This is an optimization exercise on Yosys and OpenROAD, whose aim is small area, not a production implementation. In this exercise RTL edits were held to simulation tests only and were not proved equivalent to the original. Power figures rest on the tool's default switching activity, not on a simulated workload.

==> run X: inputs <==
// rdm630_core
module rdm630_core (
    input  wire         clk,
    input  wire         rst,         
    input  wire         rx_valid,
    input  wire [7:0]   rx_data,
    output wire         rx_ready,
    input  wire         eval,
    output wire         res_valid,
    output wire [1:0]   res,
    output wire         fvalid,
    output wire [111:0] frame,
    output wire         xst,
    output wire [39:0]  card,
    output wire [7:0]   csum,
    output wire [7:0]   p6
);
==> module rdm630_core, before the edit <==
module rdm630_core (
    input  wire         clk,
    input  wire         rst,         
    input  wire         rx_valid,
    input  wire [7:0]   rx_data,
    output wire         rx_ready,
    input  wire         eval,
    output wire         res_valid,
    output wire [1:0]   res,
    output wire         fvalid,
    output wire [111:0] frame,
    output wire         xst,
    output wire [39:0]  card,
    output wire [7:0]   csum,
    output wire [7:0]   p6
);
    localparam integer BUF_CAP   = 16;
    localparam integer CW        = 5;
    localparam integer FRAME_LEN = 14;
    localparam [7:0] START_B = 8'h02;
    localparam [7:0] END_B   = 8'h03;
    localparam [1:0] RES_INCOMPLETE = 2'd0;
    localparam [1:0] RES_VALID      = 2'd1;
    localparam [1:0] RES_MALFORMED  = 2'd2;
    localparam [1:0] RES_OVERRUN    = 2'd3;
    reg [CW-1:0] cursor;
    reg          in_frame;
    reg [7:0]    buf_q   [0:BUF_CAP-1];
    reg [7:0]    frame_q [0:FRAME_LEN-1];
    reg          fvalid_q;
    assign rx_ready = (cursor < BUF_CAP) && !rst;
    wire rx_fire  = rx_valid && rx_ready;
    wire is_start = (rx_data == START_B);
    wire is_end   = (rx_data == END_B);
    reg [CW-1:0] cursor_rx;
    reg          in_frame_rx;
    reg [7:0]    buf_rx [0:BUF_CAP-1];
    integer      i;
    always @* begin
        cursor_rx   = cursor;
        in_frame_rx = in_frame;
        for (i = 0; i < BUF_CAP; i = i + 1)
            buf_rx[i] = buf_q[i];
        if (rx_fire) begin
            if (in_frame) begin
                buf_rx[cursor] = rx_data;
                cursor_rx      = cursor + 1'b1;
                if (is_end)
                    in_frame_rx = 1'b0;
            end
            if (is_start) begin
                buf_rx[0]   = START_B;
                cursor_rx   = 1;
                in_frame_rx = 1'b1;
            end
        end
    end
    wire do_eval = eval && !rst;
    reg frame_ok;
    always @* begin
        frame_ok = (buf_rx[0] == START_B) && (buf_rx[FRAME_LEN-1] == END_B);
        for (i = 1; i <= 12; i = i + 1)
            if (!(((buf_rx[i] >= 8'h30) && (buf_rx[i] <= 8'h39)) ||
                  ((buf_rx[i] >= 8'h41) && (buf_rx[i] <= 8'h46))))
                frame_ok = 1'b0;
    end
    wire len_over = (cursor_rx > FRAME_LEN);
    wire len_full = (cursor_rx == FRAME_LEN);
    assign res_valid = do_eval;
    assign res = len_over ? RES_OVERRUN :
                 len_full ? (frame_ok ? RES_VALID : RES_MALFORMED) :
                            RES_INCOMPLETE;
    always @(posedge clk) begin
        if (rst) begin
            cursor   <= {CW{1'b0}};
            in_frame <= 1'b0;
            fvalid_q <= 1'b0;
        end else begin
            cursor   <= cursor_rx;
            in_frame <= in_frame_rx;
            if (do_eval) begin
                if (len_over) begin
                    cursor   <= {CW{1'b0}};
                    fvalid_q <= 1'b0;
                end else if (len_full) begin
                    cursor   <= {CW{1'b0}};
                    fvalid_q <= frame_ok;
                end
            end
        end
    end
    always @(posedge clk) begin
        if (!rst) begin
            for (i = 0; i < BUF_CAP; i = i + 1)
                buf_q[i] <= buf_rx[i];
            if (do_eval && len_full)
                for (i = 0; i < FRAME_LEN; i = i + 1)
                    frame_q[i] <= buf_rx[i];
        end
    end
    assign fvalid = fvalid_q;
    assign xst    = !fvalid_q;
    genvar g;
    generate
        for (g = 0; g < FRAME_LEN; g = g + 1) begin : g_frame
            assign frame[111-8*g -: 8] = frame_q[g];
        end
    endgenerate
    wire [3:0] nib [1:12];
    generate
        for (g = 1; g <= 12; g = g + 1) begin : g_nib
            assign nib[g] = (frame_q[g] <= 8'h39) ? frame_q[g][3:0]
                                                  : frame_q[g][3:0] + 4'd9;
        end
    endgenerate
    wire [7:0] pair [0:5];
    generate
        for (g = 0; g < 6; g = g + 1) begin : g_pair
            assign pair[g] = {nib[1+2*g], nib[2+2*g]};
        end
        for (g = 0; g < 5; g = g + 1) begin : g_card
            assign card[39-8*g -: 8] = pair[g];
        end
    endgenerate
    assign csum = pair[0] ^ pair[1] ^ pair[2] ^ pair[3] ^ pair[4];
    assign p6   = pair[5];
endmodule
export LEC_CHECK = 0
export CAP_MARGIN = 20
export CORE_MARGIN = 2
export CORE_UTILIZATION = 40
export SLEW_MARGIN = 20
create_clock -name core_clock -period 10.0 [get_ports {clk}]
run.sh (not shown) runs the stock make flow with config.mk's settings and CLKGATE_MAP_FILE= SYNTH_SCRIPT=/design/flow/synth_recipe.tcl, a recipe that flattens the netlist after the stock synthesis.
==> run G (differences from run X) <==
==> flow/design.v (replaced) <==
module rdm630_core (
    input  wire         clk,
    input  wire         rst,         
    input  wire         rx_valid,
    input  wire [7:0]   rx_data,
    output wire         rx_ready,
    input  wire         eval,
    output wire         res_valid,
    output wire [1:0]   res,
    output wire         fvalid,
    output wire [111:0] frame,
    output wire         xst,
    output wire [39:0]  card,
    output wire [7:0]   csum,
    output wire [7:0]   p6
);
    localparam integer FRAME_LEN = 14;
    reg [4:0]   cursor;                  
    reg         in_frame;
    reg         pfx_ok;                  
    reg [111:0] sr;                      
    reg [111:0] frame_q;                 
    reg         fvalid_q;
    assign rx_ready = ~cursor[4] & ~rst;
    wire rx_fire  = rx_valid & rx_ready;
    wire is_start = (rx_data == 8'h02);
    wire is_end   = (rx_data == 8'h03);
    wire is_hex   = ((rx_data[7:4] == 4'h3) & (rx_data[3:0] <= 4'h9)) |
                    ((rx_data[7:4] == 4'h4) & (rx_data[3:0] >= 4'h1) &
                                              (rx_data[3:0] <= 4'h6));
    wire start  = rx_fire & is_start;
    wire append = rx_fire & in_frame & ~is_start;
    wire take   = start | append;        
    wire at13 = (cursor == 5'd13);
    wire at14 = (cursor == 5'd14);
    wire ge14 = (cursor[4] | (cursor[3:1] == 3'b111));
    wire ge15 = (cursor[4] | (cursor[3:0] == 4'hF));
    wire [4:0] cursor_rx   = start ? 5'd1 : append ? cursor + 5'd1 : cursor;
    wire       in_frame_rx = start | (in_frame & ~(rx_fire & is_end));
    wire       ok_rx       = start | (pfx_ok & ~(append & ~(at13 ? is_end : is_hex)));
    wire [111:0] sr_rx = take ? {sr[103:0], rx_data} : sr;
    wire do_eval = eval & ~rst;
    wire len_full = ~start & (append ? at13 : at14);
    wire len_over = ~start & (append ? ge14 : ge15);
    assign res_valid = do_eval;
    assign res = {len_over | (len_full & ~ok_rx), len_over | (len_full & ok_rx)};
    wire clr = do_eval & (len_full | len_over);
    always @(posedge clk) begin
        if (rst) begin
            cursor   <= 5'd0;
            in_frame <= 1'b0;
            fvalid_q <= 1'b0;
        end else begin
            cursor   <= clr ? 5'd0 : cursor_rx;
            in_frame <= in_frame_rx;
            if (clr)
                fvalid_q <= len_full & ok_rx;
        end
    end
    always @(posedge clk) begin
        if (clr)
            pfx_ok <= 1'b0;
        else
            pfx_ok <= ok_rx;
    end
    always @(posedge clk) begin
        sr <= sr_rx;
        if (do_eval & len_full)
            frame_q <= sr_rx;
    end
    assign fvalid = fvalid_q;
    assign xst    = ~fvalid_q;
    assign frame  = frame_q;
    function [3:0] hexval;
        input [7:0] c;
        begin
            hexval[3] = c[6] | c[3];
            hexval[2] = c[2] | (c[6] & c[1] & c[0]);
            hexval[1] = c[1] ^ (c[6] & c[0]);
            hexval[0] = c[0] ^ c[6];
        end
    endfunction
    wire [7:0] pair [0:5];
    genvar g;
    generate
        for (g = 0; g < 6; g = g + 1) begin : g_pair
            assign pair[g] = {hexval(frame_q[111-8*(1+2*g) -: 8]),
                              hexval(frame_q[111-8*(2+2*g) -: 8])};
        end
        for (g = 0; g < 5; g = g + 1) begin : g_card
            assign card[39-8*g -: 8] = pair[g];
        end
    endgenerate
    assign csum = pair[0] ^ pair[1] ^ pair[2] ^ pair[3] ^ pair[4];
    assign p6   = pair[5];
endmodule
==> results.txt <==
                                                                                 run G                      run X
FF+latch count, synth                                                              232                        231
Length of the first detailed-routing pass in iterations                              4                          5
Final layout net count                                                             727                       1176
Number of vias in the routed layout                                               4767                       8177
Number of global-route vias before repair                                         5021                       7916
Multi-input logic area                                                      2540 sq um                 4640 sq um
Core Box Area                                                              20900 sq um                28900 sq um
Switching portion of total power                                                 18.8%                      21.0%
Clock period minus worst slack                                                 6.45 ns                    8.89 ns
CP Data Arrival Time                                                           4.45 ns                    6.89 ns
End point of the most critical hold path                               sr[106]$_DFF_P_      fvalid_q$_SDFFE_PP0P_
Number of enable flip-flop cells after synthesis                                   112                        224
Result of the run                                              complete, no violations    complete, no violations
Worst-case setup slack after placement                                         3.58 ns                    1.20 ns
Maximum number of pins on one net before global-route repair                        77                         69
Leading register cell type out of synthesis                   sky130_fd_sc_hd__dfxtp_1  sky130_fd_sc_hd__edfxtp_1
Complex-gate fraction of the synthesized area                                    3.54%                      8.20%
IR drop worst, VDD                                                              147 uV                    90.2 uV
Global Route Usage Sum                                                           15.1%                      19.0%
CTS Buf Count                                                                       24                         25

========
==> inputs of 12-12 <==
Another version of the RTL of rdm630_core (not shown whole).
==> flow/config.mk <==
export PLATFORM = sky130hd
export DESIGN_NAME = rdm630_core
export DESIGN_NICKNAME = rdm630_core
export VERILOG_FILES = /design/flow/design.v
export SDC_FILE = /design/flow/constraint.sdc
export NUM_CORES = 4
export LEC_CHECK = 0
export CAP_MARGIN = 20
export CORE_MARGIN = 2
export CORE_UTILIZATION = 65
export SLEW_MARGIN = 20
==> flow/constraint.sdc <==
create_clock -name core_clock -period 10.0 [get_ports {clk}]
set_input_delay 2.0000 -clock core_clock [delete_from_list [all_inputs] [get_ports {clk}]]
set_output_delay 2.0000 -clock core_clock [all_outputs]
set_load 0.01 [all_outputs]
standard.sh (not shown) runs the stock make flow with config.mk's settings and CLKGATE_MAP_FILE= SYNTH_SCRIPT=/design/flow/synth_recipe.tcl, a recipe that flattens the netlist after the stock synthesis.
==> flow/flow/run.sh <==
#!/bin/bash
# Layout flow:
#  1. the standard synthesis, unchanged (standard.sh synth).
#  2. Gate-level area recovery on that netlist; every flip-flop instance is
#     kept as it is (same name, same cell, same connections):
#     a. fdmap.py rebuilds the hold / hold-and-clear select in front of each
#        plain flip-flop as one o22a / a22o gate with a shared inverted
#        select (or shared nor of select and clear);
#     b. Yosys/ABC re-maps the rest of the combinational cells for area.
#  3. The rest of the standard ORFS flow, except that the port buffers use the
#     smallest buffer cell, and clock tree synthesis clusters more sinks per
#     leaf buffer and adds no dummy loads.
# Each tool's output goes to a log file of its own in this folder.
set -euo pipefail
here=$(pwd)
R=$here/orfs/results/${FLOW_PLATFORM}/rdm630_core/base
LIB=$FLOW_HOME/platforms/${FLOW_PLATFORM}/lib/sky130_fd_sc_hd__tt_025C_1v80.lib

bash standard.sh synth > log_1_synth.log 2>&1

# --- gate-level area recovery ---
cp "$R/1_2_yosys.v" "$here/std_synth.v"
python3 flow/fdmap.py "$LIB" "$here/std_synth.v" "$here/fdmapped.v" > log_2a_fdmap.log 2>&1
python3 flow/mkmap.py "$LIB" > "$here/cellmap.v"
DU=$(sed -n '/^export DONT_USE_CELLS += /,/^$/p' "$FLOW_HOME/platforms/${FLOW_PLATFORM}/config.mk" \
     | tr -s ' \\\t' '\n' | grep '^sky130' | sort -u | sed 's/^/-dont_use /' | tr '\n' ' ')
cat > "$here/remap.ys" <<EOS
read_liberty -lib $LIB
read_verilog $here/fdmapped.v
hierarchy -top $FLOW_TOP
select -set tm $FLOW_TOP/c:* $FLOW_TOP/c:fdm_* %d
techmap -map $here/cellmap.v @tm
techmap
opt -fast -purge
abc -liberty $LIB $DU -script $here/flow/remap.abc
opt_clean -purge
rename -enumerate -pattern rmw_% w:\$*
rename -enumerate -pattern rmc_% c:\$*
stat -liberty $LIB
write_verilog -noattr -nohex -nodec $here/remapped.v
EOS
yosys -s "$here/remap.ys" > log_2b_remap.log 2>&1
cp "$here/remapped.v" "$R/1_2_yosys.v"
rm -f "$R/1_synth.odb" "$R/1_synth.sdc"

bash standard.sh \
  "BUFFER_PORTS_ARGS=-buffer_cell sky130_fd_sc_hd__buf_1" \
  "CTS_ARGS=-sink_clustering_enable -repair_clock_nets -dont_use_dummy_load -sink_clustering_size 12 -sink_clustering_max_diameter 40 -buf_list {sky130_fd_sc_hd__clkbuf_4}" \
  finish > log_3_layout.log 2>&1
Other scripts of this flow, unchanged in this note and not shown: flow/flow/fdmap.py, flow/flow/mkmap.py, flow/flow/remap.abc
==> inputs of 02-20, as changes to 12-12 <==
CAP_MARGIN = 0   (was 20)
SLEW_MARGIN = 0   (was 20)
==> impl_metrics.py <==
metrics = {
    "power_and_ir_drop": {
        "pg_clk_w": 0.000384,
        "leakagePower_nw": 3.20,
        "p_int_w": 0.00110,
        "p_per_area_nw_per_um2": 161,
    },
    "final_layout": {
        "layoutNonFillerInstCount": 1028,
        "final_util_pct": 76.4,
    },
    "status": {
        "status": "finished clean",
    },
    "place": {
        "dpl-instance-area_um2": 8530,
    },
    "drt": {
        "wl_met1_mm": 7.81,
        "viasPerCell": 6.04,
        "vias": 6212,
    },
    "clocking": {
        "cts_buffers": 26,
    },
    "setup_path": {
        "crit_arrival_ps": 4400,
        "cp_slowest_stage_delay_ps": 570,
    },
    "timing": {
        "finClkSkew_ps": 58.2,
    },
}
The numbers above come from 12-12.

==> impl_metrics.py <==
metrics = {
    "drt": {
        "wl_met1_mm": 7.72,
    },
    "power_and_ir_drop": {
        "leakagePower_nw": 3.19,
        "pwr-share-comb_pct": 3.8,
        "pg_clk_w": 0.000370,
        "vdd_drop_max_mv": 0.127,
        "p_per_area_nw_per_um2": 160,
    },
    "status": {
        "status": "finished clean",
    },
    "global_route": {
        "use_met2_pct": 42.1,
    },
    "final_layout": {
        "n_all_buffers": 188,
        "dominant_cells": "sequential cells",
    },
    "place": {
        "dpl-instance-area_um2": 8520,
    },
    "setup_path": {
        "cp-startpoint": "rx_data[4]",
        "cp_slowest_stage_delay_ps": 560,
        "crit_arrival_ps": 4430,
    },
    "min_path": {
        "hp-class": "reg2reg",
    },
    "floorplanning": {
        "dieArea_um2": 12600,
    },
}
The numbers above come from 02-20.


========
==> inputs of run a <==
Starting RTL as in the previous note.
## rdm630_core
module rdm630_core (
    input  wire         clk,
    input  wire         rst,         
    input  wire         rx_valid,
    input  wire [7:0]   rx_data,
    output wire         rx_ready,
    input  wire         eval,
    output wire         res_valid,
    output wire [1:0]   res,
    output wire         fvalid,
    output wire [111:0] frame,
    output wire         xst,
    output wire [39:0]  card,
    output wire [7:0]   csum,
    output wire [7:0]   p6
);
export LEC_CHECK = 0
export CAP_MARGIN = 0
export CORE_MARGIN = 2
export CORE_UTILIZATION = 65
export SLEW_MARGIN = 0
create_clock -name core_clock -period 10.0 [get_ports {clk}]
Scripts as last shown in full above: flow/flow/run.sh
Other scripts of this flow, unchanged in this note and not shown: flow/flow/fdmap.py, flow/flow/mkmap.py, flow/flow/remap.abc
==> run b: changes against run a <==
--- a/flow/flow/run.sh
+++ b/flow/flow/run.sh
@@ -47,3 +47,3 @@
   "BUFFER_PORTS_ARGS=-buffer_cell sky130_fd_sc_hd__buf_1" \
-  "CTS_ARGS=-sink_clustering_enable -repair_clock_nets -dont_use_dummy_load -sink_clustering_size 12 -sink_clustering_max_diameter 40 -buf_list {sky130_fd_sc_hd__clkbuf_4}" \
+  "CTS_ARGS=-sink_clustering_enable -repair_clock_nets -dont_use_dummy_load -sink_clustering_size 8 -sink_clustering_max_diameter 30 -buf_list {sky130_fd_sc_hd__clkbuf_2 sky130_fd_sc_hd__clkbuf_4}" \
   finish > log_3_layout.log 2>&1
==> key figures <==
Run status
  – Run status: complete, no violations

Power and ir drop
  – Psw: between 0.0002 and 0.0003 W
  – Sequential fraction of design power: a little over two thirds

STA
  – Worst setup margin: roughly 3600 ps
  – Slew of the pin with the lowest slew margin: 1200 ps

GRT
  – Met1 Use GR: between 30 and 40%

Drt
  – DR vias: about 6.2k
  – Routed metal-1 wirelength: between 7000 and 8000 um

Worst setup path
  – R2r setup slk: a little under 6000 ps

Final layout
  – FILL cells: between 800 and 900
  – Multi-input gate share of total cell area: 32.3%
  – Clkbuf count: 24
[end of results for run a]
==> key figures <==
Run status
  – Run status: complete, no violations

Power and ir drop
  – Leak: around 3.3 nW
  – Psw: 0.000317 W
  – Sequential fraction of design power: between 60 and 70%
  – Clock Power: between 0.0004 and 0.0005 W

STA
  – Slew of the pin with the lowest slew margin: about 1200 ps
  – Worst setup margin: between 3000 and 4000 ps

Final layout
  – Clkbuf count: 37
  – Multi-input gate share of total cell area: about a third

GRT
  – Top Usage Layer GRT: met2

Drt
  – DR vias: around 6.3k

Worst setup path
  – R2r setup slk: 5910 ps
[end of results for run b]

[what the ideal ports hide]
How much do the figures lean on ideal ports? The routed layouts below were timed once more, with nothing changed but the port constraints.
Step 1, drivers: a clkbuf_16 drives clk and a buf_2 each remaining input, both assumed.
Step 2 also shifts input and output timing later by t, the mid clock arrival at the registers, as if the neighbouring blocks saw the same clock.
Slacks: no drivers / after step 1 / after step 2; pairs: no drivers / after step 1.
| run | t, ns | slack for setup (ns) | latest minus earliest clock arrival (ns) | slew at the worst register clock pin (ns) | worst data-port slew with drivers (ns) |
|---|---|---|---|---|---|
| run X | 0.550 | 1.107 / 1.086 / 1.086 | 0.014 / 0.013 | 0.06 / 0.06 | 0.06 |
| run G | 0.540 | 3.554 / 3.531 / 3.531 | 0.020 / 0.019 | 0.06 / 0.06 | 0.04 |
| 12-12 | 0.613 | 3.600 / 3.580 / 3.580 | 0.062 / 0.061 | 0.12 / 0.12 | 0.03 |
| 02-20 | 0.605 | 3.565 / 3.546 / 3.546 | 0.042 / 0.042 | 0.12 / 0.12 | 0.03 |
| run a | 0.605 | 3.565 / 3.546 / 3.546 | 0.042 / 0.042 | 0.12 / 0.12 | 0.03 |
| run b | 0.574 | 3.561 / 3.542 / 3.542 | 0.023 / 0.024 | 0.09 / 0.09 | 0.03 |
After both steps setup and hold are still met in every run listed. For run G, which loses most, drivers alone change the setup slack by -0.023 ns; drivers and shift together by -0.023 ns.
